Context: an optimization exercise on an open-source flow, tuned for small area, a short achievable clock period and few clock cycles. The choices shown serve that exercise and are no tape-out recipe. Where RTL was checked, it was by simulation tests only, not by an equivalence proof against the original. No activity file was given, so power comes from the tool's default toggle rates.

==> run a <==
==> flow/design.v (excerpt) <==
module pfpp_engine (
    input  wire         clk,
    input  wire         rst,
    input  wire         cmd_valid,
    input  wire [63:0]  cmd_word,
    output wire         busy,
    output reg  [3:0]   err,
    output wire [31:0]  result,
    output reg  [127:0] dirty,
    input  wire         cfg_coalesce,
    input  wire [31:0]  cfg_opc,        
    input  wire [15:0]  cfg_nopb,       
    input  wire [2:0]   cfg_rowlen,
    input  wire [2:0]   cfg_endlen,
    input  wire [12:0]  cfg_src_len,    
    input  wire [8:0]   cfg_pal_len,    
    output wire [6:0]   fb_addr,
    output wire         fb_we,
    output wire [127:0] fb_wdata,
    input  wire [127:0] fb_rdata,
    output wire [11:0]  src_addr,
    input  wire [7:0]   src_rdata,
    output wire [7:0]   pal_addr,
    input  wire [23:0]  pal_rdata,
    output reg          bus_req,
    output reg  [1:0]   bus_kind,
    output reg  [7:0]   bus_byte,
    input  wire         bus_done,
    input  wire         bus_err
);
Settings: LEC_CHECK=0, CAP_MARGIN=20, CORE_MARGIN=2, CORE_UTILIZATION=40, SETUP_SLACK_MARGIN=5, SLEW_MARGIN=20; clock period 10.0 ns.
run.sh (not shown) runs the stock make flow with config.mk's settings and CLKGATE_MAP_FILE= SYNTH_SCRIPT=/design/flow/synth_recipe.tcl, a recipe that flattens the netlist after the stock synthesis.
==> inputs of run b, as changes to run a <==
--- a/flow/design.v
+++ b/flow/design.v
@@ -61,13 +61,14 @@
     reg [3:0]   op;
     reg         col;
     reg [2:0]   fl;            
     reg [7:0]   xl, xr;        
     reg [7:0]   rrow;          
     reg [7:0]   rend;          
-    reg [24:0]  fe;            
+    reg [15:0]  fe;            
+    reg         fhi;           
     reg         gA, gB, gC, gD;
     reg [6:0]   fa_r;
     reg         we_r;
     reg [127:0] rb;
     reg         isrd, rdv, full, zap;
     reg [6:0]   wrow;
@@ -683,13 +684,13 @@
         end
         pany = pa6[0] | pa6[1];
         pe   = pa6[0] ? {1'b0, pi6[5:0]} : {1'b1, pi6[11:6]};
     end
     wire isblit  = (op == OP_BLIT);
     wire israst  = (op == OP_POINT) || (op == OP_HLINE) || (op == OP_VLINE) || (op == OP_FILL);
-    wire gE      = |fe[23:0];
+    wire gE      = fhi | (|fe);
     wire gfl     = |fl;
     reg  rsvd_bad;
     always @(*) begin
         case (op)
             OP_NOP, OP_CLEAR, OP_FLUSH: rsvd_bad = gE | gD | gC | gB | gA | gfl | col;
             OP_POINT:                   rsvd_bad = gE | gD | gC | gfl;
@@ -701,13 +702,14 @@
         endcase
     end
     wire rast_bad  = (xl > xr) || xr[7] || xl[7] || (rrow > rend) || rend[7] || rrow[7];
     wire blit_bad  = xl[7] || rrow[7] || (({1'b0, xl} + {1'b0, rend}) > 9'd128);
     wire bounds_bad = (israst && rast_bad) || (isblit && blit_bad) || ((op == OP_GLA) && xl[7]);
     wire align_bad = isblit && bpp8 && (fe[2:0] != 3'd0);
-    wire rng_bad = (fe > {9'd0, cfg_src_len, 3'd0});
+    wire rng_bad = fhi || (fe > {cfg_src_len, 3'd0});
+    wire [16:0] fe_n = {1'b0, fe} + (bpp8 ? 17'd8 : 17'd1);
     wire [3:0] ccode = (op > OP_XFORM) ? E_ILLEGAL :
                        rsvd_bad        ? E_RSVD :
                        bounds_bad      ? E_BOUNDS :
                        align_bad       ? E_ALIGN : E_OK;
     wire [2:0] bsel = srclsb ? boff_d : ~boff_d;
     wire [7:0] idx  = bpp8 ? src_rdata : {7'd0, src_rdata[bsel]};
@@ -788,13 +790,14 @@
                     end
                     case (cmd_word[3:0])
                         OP_POINT: rend <= cmd_word[23:16];
                         OP_FILL:  rend <= cmd_word[39:32];
                         default:  rend <= cmd_word[31:24];
                     endcase
-                    fe   <= {1'b0, cmd_word[63:40]};
+                    fe   <= cmd_word[55:40];
+                    fhi  <= |cmd_word[63:56];
                     gA   <= |cmd_word[15:8];
                     gB   <= |cmd_word[23:16];
                     gC   <= |cmd_word[31:24];
                     gD   <= |cmd_word[39:32];
                     isrd <= 1'b1;
                     rdv  <= 1'b0;
@@ -839,13 +842,13 @@
                                 state <= S_RAST;
                             end
                             OP_BLIT: begin
                                 palerr <= 1'b0;
                                 if (rend != 8'd0) begin
                                     v1   <= 1'b1;
-                                    fe   <= fe + (bpp8 ? 25'd8 : 25'd1);
+                                    fe   <= fe_n[15:0]; fhi <= fhi | fe_n[16];
                                     rend <= rend - 8'd1;
                                 end
                                 state <= S_BLIT;
                             end
                             OP_QUANT: state <= S_QNT;
                             OP_GLA: begin
@@ -893,13 +896,13 @@
                     end
                 end
                 state[I_BLIT]: begin
                     fst <= 1'b0;
                     if (rend != 8'd0) begin
                         v1   <= 1'b1;
-                        fe   <= fe + (bpp8 ? 25'd8 : 25'd1);
+                        fe   <= fe_n[15:0]; fhi <= fhi | fe_n[16];
                         rend <= rend - 8'd1;
                     end else begin
                         v1 <= 1'b0;
                     end
                     if (v6) begin
                         xl <= xl + 8'd1;
==> flow/flow/run.sh (new file) <==
#!/bin/bash
set -euo pipefail
MARGIN=$(cat flow/margin.txt)
bash standard.sh SETUP_SLACK_MARGIN=$MARGIN finish > layout_make.log 2>&1
==> flow/flow/margin.txt (new file) <==
6.5
==> flow/standard.sh (new file) <==
#!/bin/bash
# synth_recipe.tcl (not shown) runs the flow's synth.tcl, then flattens the netlist and writes it again
# the make line also repeats each setting of config.mk as NAME=value (left out here)
make -C /OpenROAD-flow-scripts/flow DESIGN_CONFIG=/design/flow/config.mk WORK_HOME=/design/flow/orfs CLKGATE_MAP_FILE= SYNTH_SCRIPT=/design/flow/synth_recipe.tcl "${@:-finish}"
removed: flow/run.sh
==> summary of the runs <==
Of run a and run b, run b has the higher first-iteration DRC count (gap about 1.7%, measured against run b).
Against run b, the die area of run a is higher by 1.4%.
Against run b, the routed wire length of run a is smaller by 3.1%.
Between run a and run b, the lower flip-flop and latch count is in run b (gap 8).
Testbench counts of run a, summed over its fixed seeds: cycles 443,746.
Testbench counts of run b, summed over its fixed seeds: cycles 443,746.

* * *

==> 11-11 <==
Another version of the RTL of pfpp_engine (not shown whole).
==> flow/config.mk <==
export PLATFORM = sky130hd
export DESIGN_NAME = pfpp_engine
export DESIGN_NICKNAME = pfpp_engine
export VERILOG_FILES = /design/flow/design.v
export SDC_FILE = /design/flow/constraint.sdc
export NUM_CORES = 4
export LEC_CHECK = 0
export CAP_MARGIN = 20
export CORE_MARGIN = 2
export CORE_UTILIZATION = 40
export SETUP_SLACK_MARGIN = 5
export SLEW_MARGIN = 20
==> flow/constraint.sdc <==
create_clock -name core_clock -period 10.0 [get_ports {clk}]
set_input_delay 2.0000 -clock core_clock [delete_from_list [all_inputs] [get_ports {clk}]]
set_output_delay 2.0000 -clock core_clock [all_outputs]
set_load 0.01 [all_outputs]
Stock flow here: none of the scripts above is used.
==> 09-19: changes against 11-11 <==
--- a/flow/design.v
+++ b/flow/design.v
@@ -60,15 +60,16 @@
     reg         fst, bz;       
     reg [3:0]   op;
     reg         col;
     reg [2:0]   fl;            
     reg [7:0]   xl, xr;        
     reg [7:0]   rrow;          
     reg [7:0]   rend;          
-    reg [24:0]  fe;            
+    reg [15:0]  fe;            
+    reg         fhi;           
     reg         gA, gB, gC, gD;
     reg [6:0]   fa_r;
     reg         we_r;
     reg [127:0] rb;
     reg         isrd, rdv, full, zap;
     reg [6:0]   wrow;
     reg         v1, v2, v3, v4, v5, v6;
@@ -83,14 +84,16 @@
     reg [1:0]   tt;
     reg [3:0]   tk;
     reg [2:0]   tcnt;
     reg         tfail, tmore;
     reg [6:0]   bs;
     reg [6:0]   pe_r;          
     reg         pany_r, more_r;
+    reg         dq_we, dq_val, dq_bulk, rlast;
+    reg [6:0]   dq_addr;
     assign busy     = busy_r;
     assign result   = {16'd0, res};
     assign fb_addr  = fa_r;
     assign fb_we    = we_r;
     assign fb_wdata = rb;
     assign src_addr = fe[14:3];
     assign pal_addr = pa_r;
@@ -680,15 +683,15 @@
             pi6[6*k +: 6] = pa5[2*k] ? {1'b0, pi5[10*k +: 5]} : {1'b1, pi5[10*k+5 +: 5]};
         end
         pany = pa6[0] | pa6[1];
         pe   = pa6[0] ? {1'b0, pi6[5:0]} : {1'b1, pi6[11:6]};
     end
     wire isblit  = (op == OP_BLIT);
     wire israst  = (op == OP_POINT) || (op == OP_HLINE) || (op == OP_VLINE) || (op == OP_FILL);
-    wire gE      = |fe[23:0];
+    wire gE      = fhi | (|fe);
     wire gfl     = |fl;
     reg  rsvd_bad;
     always @(*) begin
         case (op)
             OP_NOP, OP_CLEAR, OP_FLUSH: rsvd_bad = gE | gD | gC | gB | gA | gfl | col;
             OP_POINT:                   rsvd_bad = gE | gD | gC | gfl;
             OP_HLINE, OP_VLINE:         rsvd_bad = gE | gD | gfl;
@@ -698,15 +701,16 @@
             default:                    rsvd_bad = gE | gD | gC | gB | gfl | col;
         endcase
     end
     wire rast_bad  = (xl > xr) || xr[7] || xl[7] || (rrow > rend) || rend[7] || rrow[7];
     wire blit_bad  = xl[7] || rrow[7] || (({1'b0, xl} + {1'b0, rend}) > 9'd128);
     wire bounds_bad = (israst && rast_bad) || (isblit && blit_bad) || ((op == OP_GLA) && xl[7]);
     wire align_bad = isblit && bpp8 && (fe[2:0] != 3'd0);
-    wire rng_bad = (fe > {9'd0, cfg_src_len, 3'd0});
+    wire rng_bad = fhi || (fe > {cfg_src_len, 3'd0});
+    wire [16:0] fe_n = {1'b0, fe} + (bpp8 ? 17'd8 : 17'd1);
     wire [3:0] ccode = (op > OP_XFORM) ? E_ILLEGAL :
                        rsvd_bad        ? E_RSVD :
                        bounds_bad      ? E_BOUNDS :
                        align_bad       ? E_ALIGN : E_OK;
     wire [2:0] bsel = srclsb ? boff_d : ~boff_d;
     wire [7:0] idx  = bpp8 ? src_rdata : {7'd0, src_rdata[bsel]};
     wire       pal_bad = {1'b0, pa_r} >= cfg_pal_len;
@@ -733,51 +737,40 @@
     wire [7:0] gla_row = rev8({1'b0, rrow[6:0]} + 8'd1);
     wire       more    = cfg_coalesce && pany && (pe == rrow_i[6:0]) && (rrow[6:0] != 7'd127);
     always @(posedge clk) begin
         pe_r   <= pe;
         pany_r <= pany;
         more_r <= more;
     end
-    reg        dwe, dval, dbulk, dbv;
-    always @(*) begin
-        dwe = 1'b0; dval = 1'b1; dbulk = 1'b0; dbv = 1'b0;
-        case (1'b1)
-            state[I_RAST]: dwe = we_r;
-            state[I_BLIT]: dwe = we_r;
-            state[I_BUS]:  begin dwe = (tt == T_UPD) && (ph == P_DATA); dval = 1'b0; end
-            state[I_REST]: dwe = 1'b1;
-            state[I_CLRW]: begin dbulk = (fa_r == 7'd127); dbv = tfail; end
-            default: ;
-        endcase
-    end
-    wire [6:0] daddr = (state[I_RAST]) ? wrow : rrow[6:0];
     integer r;
     always @(posedge clk) begin
         if (rst)
             dirty <= 128'd0;
-        else if (dbulk)
-            dirty <= {128{dbv}};
+        else if (dq_bulk)
+            dirty <= {128{tfail}};
         else
             for (r = 0; r < 128; r = r + 1)
-                if (dwe && daddr == r) dirty[r] <= dval;
+                if (dq_we && dq_addr == r) dirty[r] <= dq_val;
     end
     always @(posedge clk) begin
         if (rst) begin
             state   <= S_IDLE;
             busy_r  <= 1'b0;
             err     <= E_OK;
             res     <= 16'd0;
             bus_req <= 1'b0;
             we_r    <= 1'b0;
             zap     <= 1'b0;
             rdv     <= 1'b0;
             v1 <= 1'b0; v2 <= 1'b0; v3 <= 1'b0; v4 <= 1'b0; v5 <= 1'b0; v6 <= 1'b0;
             pbad <= 1'b0;
+            dq_we <= 1'b0; dq_bulk <= 1'b0;
         end else begin
             zap <= 1'b0;
+            dq_we <= 1'b0; dq_bulk <= 1'b0;
             rdv <= isrd;
             v2 <= v1; v3 <= v2; v4 <= v3; v5 <= v4; v6 <= v5;
             pbad <= v2 && pal_bad;
             case (1'b1)
                 state[I_IDLE]: begin
                     op   <= cmd_word[3:0];
                     col  <= cmd_word[4];
@@ -796,15 +789,16 @@
                         fa_r <= cmd_word[22:16];
                     end
                     case (cmd_word[3:0])
                         OP_POINT: rend <= cmd_word[23:16];
                         OP_FILL:  rend <= cmd_word[39:32];
                         default:  rend <= cmd_word[31:24];
                     endcase
-                    fe   <= {1'b0, cmd_word[63:40]};
+                    fe   <= cmd_word[55:40];
+                    fhi  <= |cmd_word[63:56];
                     gA   <= |cmd_word[15:8];
                     gB   <= |cmd_word[23:16];
                     gC   <= |cmd_word[31:24];
                     gD   <= |cmd_word[39:32];
                     isrd <= 1'b1;
                     rdv  <= 1'b0;
                     full <= 1'b0;
@@ -847,15 +841,15 @@
                                 end
                                 state <= S_RAST;
                             end
                             OP_BLIT: begin
                                 palerr <= 1'b0;
                                 if (rend != 8'd0) begin
                                     v1   <= 1'b1;
-                                    fe   <= fe + (bpp8 ? 25'd8 : 25'd1);
+                                    fe   <= fe_n[15:0]; fhi <= fhi | fe_n[16];
                                     rend <= rend - 8'd1;
                                 end
                                 state <= S_BLIT;
                             end
                             OP_QUANT: state <= S_QNT;
                             OP_GLA: begin
                                 if (xl[7]) begin
@@ -892,23 +886,24 @@
                         we_r <= 1'b0; isrd <= 1'b0;
                         err <= E_OK; state <= S_IDLE; busy_r <= 1'b0;
                     end else if ((we_r || !full_n) && !rdone) begin
                         rrow <= rrow_i; fa_r <= rrow_i[6:0];
                         isrd <= 1'b1; we_r <= 1'b0;
                     end else if (full_n) begin
                         fa_r <= wrow_n; we_r <= 1'b1; isrd <= 1'b0;
+                        dq_we <= 1'b1; dq_addr <= wrow_n; dq_val <= 1'b1;
                     end else begin
                         we_r <= 1'b0; isrd <= 1'b0;
                     end
                 end
                 state[I_BLIT]: begin
                     fst <= 1'b0;
                     if (rend != 8'd0) begin
                         v1   <= 1'b1;
-                        fe   <= fe + (bpp8 ? 25'd8 : 25'd1);
+                        fe   <= fe_n[15:0]; fhi <= fhi | fe_n[16];
                         rend <= rend - 8'd1;
                     end else begin
                         v1 <= 1'b0;
                     end
                     if (v6) begin
                         xl <= xl + 8'd1;
                         xr <= xl + 8'd1;
@@ -924,27 +919,32 @@
                         err <= E_OK; state <= S_IDLE; busy_r <= 1'b0;
                     end else if (v3 && !v2 && (rbad || palerr || pbad)) begin
                         v1 <= 1'b0; v2 <= 1'b0; v3 <= 1'b0; v4 <= 1'b0; v5 <= 1'b0; v6 <= 1'b0;
                         err <= rbad ? E_SRCRANGE : E_PALRANGE;
                         state <= S_IDLE; busy_r <= 1'b0;
                     end else if (v6 && !v5) begin
                         we_r <= 1'b1;
+                        dq_we <= 1'b1; dq_addr <= rrow[6:0]; dq_val <= 1'b1;
                     end
                 end
                 state[I_CLRW]: begin
                     fa_r <= fa_r + 7'd1;
+                    dq_bulk <= (fa_r == 7'd126);
                     if (fa_r == 7'd127) begin
                         we_r <= 1'b0;
                         err <= code; state <= S_IDLE; busy_r <= 1'b0;
                     end
                 end
                 state[I_REST]: begin
-                    rrow <= rrow - 8'd1;
-                    if (rrow[6:0] == bs) begin
+                    if (rlast) begin
                         err <= E_BUS; state <= S_IDLE; busy_r <= 1'b0;
+                    end else begin
+                        dq_we <= 1'b1; dq_addr <= rrow[6:0]; dq_val <= 1'b1;
+                        rrow <= rrow - 8'd1;
+                        rlast <= (rrow[6:0] == bs);
                     end
                 end
                 state[I_BUS]: begin
                     if (bus_done) begin
                         if (ph == P_DEASSERT) begin
                             case (tt)
                                 T_CLR: begin
@@ -958,14 +958,15 @@
                                     bus_req <= 1'b0;
                                     err <= (tfail | bus_err) ? E_BUS : E_OK;
                                     state <= S_IDLE; busy_r <= 1'b0;
                                 end
                                 default: begin
                                     if (tfail | bus_err) begin
                                         bus_req <= 1'b0;
+                                        rlast <= 1'b0;
                                         state <= S_REST;
                                     end else begin
                                         tt <= pany_r ? T_UPD : T_NOP;
                                         rrow <= {1'b0, pe_r}; fa_r <= pe_r; bs <= pe_r;
                                         tfail <= 1'b0;
                                         ph <= P_ASSERT; bus_kind <= K_ASSERT;
                                     end
@@ -990,14 +991,15 @@
                                     end
                                 end
                                 P_SECOND: begin
                                     ph <= P_DEASSERT; bus_kind <= K_DEASSERT;
                                 end
                                 P_ADDR: begin
                                     ph <= P_DATA; tk <= 4'd0;
+                                    dq_we <= 1'b1; dq_addr <= rrow[6:0]; dq_val <= 1'b0;
                                     bus_byte <= ~rev8(fbyte0);
                                 end
                                 P_DATA: begin
                                     if (tk != 4'd15) begin
                                         tk <= tk + 4'd1;
                                         bus_byte <= ~rev8(fb_rdata[(tk + 4'd1)*8 +: 8]);
                                         if (tk == 4'd14) begin
==> flow/flow/run.sh (new file) <==
#!/bin/bash
set -euo pipefail
MARGIN=$(cat flow/margin.txt)
PORTBUF=$(cat flow/portbuf.txt)
bash standard.sh SETUP_SLACK_MARGIN=$MARGIN "BUFFER_PORTS_ARGS=-buffer_cell $PORTBUF" finish > layout_make.log 2>&1
==> flow/flow/margin.txt (new file) <==
6.75
==> flow/flow/portbuf.txt (new file) <==
sky130_fd_sc_hd__buf_1
==> flow/standard.sh (new file) <==
#!/bin/bash
# synth_recipe.tcl (not shown) runs the flow's synth.tcl, then flattens the netlist and writes it again
# the make line also repeats each setting of config.mk as NAME=value (left out here)
make -C /OpenROAD-flow-scripts/flow DESIGN_CONFIG=/design/flow/config.mk WORK_HOME=/design/flow/orfs CLKGATE_MAP_FILE= SYNTH_SCRIPT=/design/flow/synth_recipe.tcl "${@:-finish}"
CTS_BUF_LIST = sky130_fd_sc_hd__clkbuf_8   (was not set)
removed: flow/run.sh
==> qor summary <==
metric                                                          11-11       09-19
Worst hold path endpoint                                           v5          v2
Starting DRT DRC Count                                           3008        3254
Leakage power summed over all cells                           16.6 nW     18.2 nW
Latest clock arrival within the worst-skew pair                650 ps      760 ps
Count of TritonRoute iterations in the first routing pass           5           8
Result of the run                            timing/DRC/antenna clean  timing/DRC/antenna clean
Multi-input combinational gate total                             2763        2713
Multi-input gate share of total cell area                       45.9%       47.1%
Depth of the CTS H-tree                                             2           3
Adder and majority cell fraction of the synthesized area        10.5%       10.6%
Instance count after placement with tap cells included           5334        5257
Die width                                                      299 um      297 um
Non-clock buffers, area share                                   15.1%       12.7%
Sequential cell area                                       0.0127 mm2  0.0133 mm2
Synth top area share                                            21.7%       22.0%
Number of well taps                                              1155        1144
Critical path required time                                  10280 ps     8000 ps
Least setup slack across all paths after layout               5760 ps     6610 ps
Post-Synthesis Cells                                             3755        3694
Number of non-clock inverters                                     238         227
Testbench counts of 09-19, summed over its fixed seeds: cycles 443,746.
Only the layout flow was run in 11-11; the RTL was not checked for function there.

## re-timing with driven ports
The results above use ideal ports. As a check the final layouts listed here were re-extracted and re-timed, cells and wires unchanged.
Step 1 (the two cells are an assumption about what drives the block):
set clk [get_ports {clk}]
set_driving_cell -lib_cell sky130_fd_sc_hd__clkbuf_16 $clk
set_driving_cell -lib_cell sky130_fd_sc_hd__buf_2 [delete_from_list [all_inputs] $clk]
Step 2, shift: input delay + t, output delay - t, t = (earliest + latest rising clock arrival at the registers) / 2. This alone moves slack from input paths to output paths.
Three values: ideal, step 1, step 2; two values: the first two.
| run | t, ns | slack for setup (ns) | latest minus earliest clock arrival (ns) |
|---|---|---|---|
| run a | 0.700 | 5.798 / 5.798 / 5.176 | 0.058 / 0.057 |
| run b | 0.680 | 6.478 / 6.460 / 5.834 | 0.025 / 0.025 |
| 11-11 | 0.709 | 5.763 / 5.808 / 5.099 | 0.026 / 0.026 |
| 09-19 | 0.772 | 6.608 / 6.547 / 6.010 | 0.092 / 0.092 |
After both steps every run listed still meets setup and hold. The setup slack of 11-11, which loses most, moves by +0.045 ns with the drivers and by -0.664 ns with both steps.
